Context: an optimization exercise on an open-source flow, tuned for a short achievable clock period and few clock cycles. The choices shown serve that exercise and are no tape-out recipe. Only simulation tests tie the RTL to the original design; equivalence was not proved. Power and IR drop assume default switching activity.

## delta_stage
module delta_stage (
    input  wire        clk,
    input  wire        rst,
    input  wire        enc_in_valid,
    output wire        enc_in_ready,
    input  wire [63:0] enc_in_prev,
    input  wire [63:0] enc_in_cur,
    input  wire        enc_in_last,
    output wire        enc_out_valid,
    input  wire        enc_out_ready,
    output wire [7:0]  enc_out_data,
    output wire        enc_out_last,
    output wire [23:0] enc_out_dirty,
    input  wire        dec_in_valid,
    output wire        dec_in_ready,
    input  wire [7:0]  dec_in_data,
    input  wire        dec_in_last,
    input  wire [31:0] dec_cap,
    output wire        dec_out_valid,
    input  wire        dec_out_ready,
    output wire        dec_out_end,
    output wire [23:0] dec_out_pair,
    output wire [47:0] dec_out_rgb,
    output wire [1:0]  dec_out_err,
    output wire [23:0] dec_out_info,
    output wire [23:0] dec_out_count
);
Size in the first run: roughly 5500 cells after synthesis, roughly 340 I/O pins, ~91000 µm² of cells after synthesis.
==> module delta_encoder, before the edit <==
module delta_encoder #(
    parameter PAW = 4,         
    parameter HAW = 4          
) (
    input  wire        clk,
    input  wire        rst,
    input  wire        in_valid,
    output wire        in_ready,
    input  wire [63:0] in_prev,
    input  wire [63:0] in_cur,
    input  wire        in_last,
    output wire        out_valid,
    input  wire        out_ready,
    output wire [7:0]  out_data,
    output wire        out_last,
    output wire [23:0] out_dirty
);
    localparam PD = 1 << PAW;
    localparam HD = 1 << HAW;
    reg        rdy;
    reg        s_v;
    reg        s_last;
    reg        s_dirty;
    reg [47:0] s_c;
    assign in_ready = rdy;
    always @(posedge clk) begin
        s_c     <= {in_cur[55:32], in_cur[23:0]};
        s_last  <= in_last;
        s_dirty <= (in_prev[23:0]  != in_cur[23:0]) ||
                   (in_prev[55:32] != in_cur[55:32]);
        if (rst)
            s_v <= 1'b0;
        else
            s_v <= in_valid && rdy;
    end
    reg [47:0]    pmem [0:PD-1];
    reg [PAW:0]   pw, pr;
    reg [14:0]    hmem [0:HD-1];     
    reg [HAW:0]   hw, hr;
    reg [PD-1:0]  pwh;               
    reg [HD-1:0]  hwh;               
    reg [PD-1:0]  prh;               
    reg [HD-1:0]  hrh;               
    reg [2:0]     slot;
    reg [7:0]     hdr;
    reg [3:0]     gcnt;
    wire       dirty    = s_v && s_dirty;
    wire [7:0] hdr_n    = hdr | ({dirty, 7'd0} >> slot);
    wire [3:0] gcnt_n   = gcnt + {3'd0, dirty};
    wire       grp_done = s_v && (slot == 3'd7 || s_last);
    integer i;
    always @(posedge clk) begin
        for (i = 0; i < PD; i = i + 1)
            if (pwh[i])
                pmem[i] <= s_c;
        for (i = 0; i < HD; i = i + 1)
            if (hwh[i])
                hmem[i] <= {gcnt_n > 4'd1, gcnt_n != 4'd0, s_last, gcnt_n, hdr_n};
        if (rst) begin
            pw   <= 0;
            hw   <= 0;
            pwh  <= 1;
            hwh  <= 1;
            slot <= 3'd0;
            hdr  <= 8'd0;
            gcnt <= 4'd0;
        end else begin
            if (dirty) begin
                pw  <= pw + 1'b1;
                pwh <= {pwh[PD-2:0], pwh[PD-1]};
            end
            if (grp_done) begin
                hw   <= hw + 1'b1;
                hwh  <= {hwh[HD-2:0], hwh[HD-1]};
                slot <= 3'd0;
                hdr  <= 8'd0;
                gcnt <= 4'd0;
            end else if (s_v) begin
                slot <= slot + 3'd1;
                hdr  <= hdr_n;
                gcnt <= gcnt_n;
            end
        end
    end
    wire [PAW:0] pfill = pw - pr;     
    wire [HAW:0] hfill = hw - hr;
    wire         pne   = (pw != pr);
    wire         hne   = (hw != hr);
    always @(posedge clk) begin
        if (rst)
            rdy <= 1'b0;
        else
            rdy <= (pfill <= PD - 4) && (hfill <= HD - 4);
    end
    reg        hh_v, ph_v;
    reg [14:0] hh;          
    reg [47:0] ph;          
    wire       hh_pop, ph_pop;
    reg [14:0] hmem_rd;
    reg [47:0] pmem_rd;
    always @(*) begin
        hmem_rd = 15'd0;
        for (i = 0; i < HD; i = i + 1)
            hmem_rd = hmem_rd | (hmem[i] & {15{hrh[i]}});
        pmem_rd = 48'd0;
        for (i = 0; i < PD; i = i + 1)
            pmem_rd = pmem_rd | (pmem[i] & {48{prh[i]}});
    end
    wire hh_ld = (!hh_v || hh_pop) && hne;
    wire ph_ld = (!ph_v || ph_pop) && pne;
    always @(posedge clk) begin
        if (hh_ld)
            hh <= hmem_rd;
        if (ph_ld)
            ph <= pmem_rd;
        if (rst) begin
            hh_v <= 1'b0;
            ph_v <= 1'b0;
            hr   <= 0;
            pr   <= 0;
            hrh  <= 1;
            prh  <= 1;
        end else begin
            if (hh_ld) begin
                hh_v <= 1'b1;
                hr   <= hr + 1'b1;
                hrh  <= {hrh[HD-2:0], hrh[HD-1]};
            end else if (hh_pop) begin
                hh_v <= 1'b0;
            end
            if (ph_ld) begin
                ph_v <= 1'b1;
                pr   <= pr + 1'b1;
                prh  <= {prh[PD-2:0], prh[PD-1]};
            end else if (ph_pop) begin
                ph_v <= 1'b0;
            end
        end
    end
    reg [47:0] sh;          
    reg [2:0]  nb;          
    reg        at_hdr;      
    reg        nb1;         
    reg [3:0]  rem;         
    reg        rem_nz;      
    reg        glast;       
    reg        inc;         
    reg [23:0] fdirty;      
    wire        room;
    wire        load   = at_hdr ? hh[13] : (nb1 && rem_nz);
    wire        e_last = at_hdr ? (!hh[13] && hh[12])
                                : (nb1 && !rem_nz && glast);
    wire [7:0]  e_data = at_hdr ? hh[7:0] : sh[7:0];
    wire        go     = room && (!at_hdr || hh_v);
    assign hh_pop = go && at_hdr;
    assign ph_pop = go && load;
    always @(posedge clk) begin
        if (go && (load || !at_hdr))
            sh <= load ? ph : {8'd0, sh[47:8]};
        if (rst) begin
            nb     <= 3'd0;
            at_hdr <= 1'b1;
            nb1    <= 1'b0;
            rem    <= 4'd0;
            rem_nz <= 1'b0;
            glast  <= 1'b0;
            inc    <= 1'b0;
            fdirty <= 24'd0;
        end else begin
            inc <= go && load;
            if (go) begin
                if (at_hdr)
                    glast <= hh[12];
                if (load) begin
                    nb     <= 3'd6;
                    at_hdr <= 1'b0;
                    nb1    <= 1'b0;
                    rem    <= at_hdr ? hh[11:8] - 4'd1 : rem - 4'd1;
                    rem_nz <= at_hdr ? hh[14] : (rem != 4'd1);
                end else if (!at_hdr) begin
                    nb     <= nb - 3'd1;
                    at_hdr <= nb1;
                    nb1    <= (nb == 3'd2);
                end
            end
            if (go && e_last)
                fdirty <= 24'd0;
            else
                fdirty <= fdirty + {23'd0, inc};
        end
    end
    delta_ofifo #(.W(33)) u_out (
        .clk       (clk),
        .rst       (rst),
        .push      (go),
        .din       ({fdirty, e_last, e_data}),
        .room      (room),
        .out_valid (out_valid),
        .out_ready (out_ready),
        .dout      ({out_dirty, out_last, out_data}),
        .dnext     ()
    );
endmodule
make LEC_CHECK=0 CAP_MARGIN=20 CORE_MARGIN=2 CORE_UTILIZATION=55 CTS_CLUSTER_DIAMETER=80 CTS_CLUSTER_SIZE=24 SETUP_SLACK_MARGIN=3.2 SLEW_MARGIN=20 finish   # period 5.5 ns
run.sh (not shown) runs the stock make flow with config.mk's settings and CLKGATE_MAP_FILE= SYNTH_SCRIPT=/design/flow/synth_recipe.tcl, a recipe that flattens the netlist after the stock synthesis.
Testbench counts at the start, summed over its fixed seeds: cycles 166,921.
==> next run, changes <==
--- a/flow/design.v
+++ b/flow/design.v
@@ -1,5 +1,5 @@
 module delta_encoder #(
-    parameter PAW = 4,         
-    parameter HAW = 4          
+    parameter PAW = 5,         
+    parameter HAW = 5          
 ) (
     input  wire        clk,
First-iteration DRC count went up by 110%. Design area went up by 41%. Clock power went up by 33%. Via count went up by 50%. Die area went up by 41%. Final cell count went up by 40%. Wire length went up by 71%. Count of clock-buffer cells in the layout went up by 91. Hold slack gets better by 4.4 ps. Core utilization went down by 0.21 points. Synthesized area went up by 42%. Fmax went down by 2.0%.
Testbench counts after the change, summed over its fixed seeds: cycles 164,230.

[what the ideal ports hide]
No port has a modelled driver above. Below, the same layouts with a new extraction and two added sets of constraints.
Step 1 sets driving cells, clkbuf_16 on the clock port and buf_2 on the other inputs (assumed; they add their load-dependent delay and slew).
Step 2 adds t to the input delays and takes it off the output delays; t is the mean of the earliest and latest rising clock arrival at the registers after step 1. Input paths then give back, and output paths get back, about the clock's delay inside the block.
Three values: ideal, step 1, step 2; two values: the first two.
run	shift t [ns]	setup slack, ns	worst data-port slew with drivers (ns)
the first run	0.879	3.094 / 3.015 / 2.329	0.08
the second run	0.950	3.044 / 2.950 / 2.374	0.09
After both steps every run listed still meets setup and hold. For the first run, which loses most, drivers alone change the setup slack by -0.079 ns; drivers and shift together by -0.765 ns.
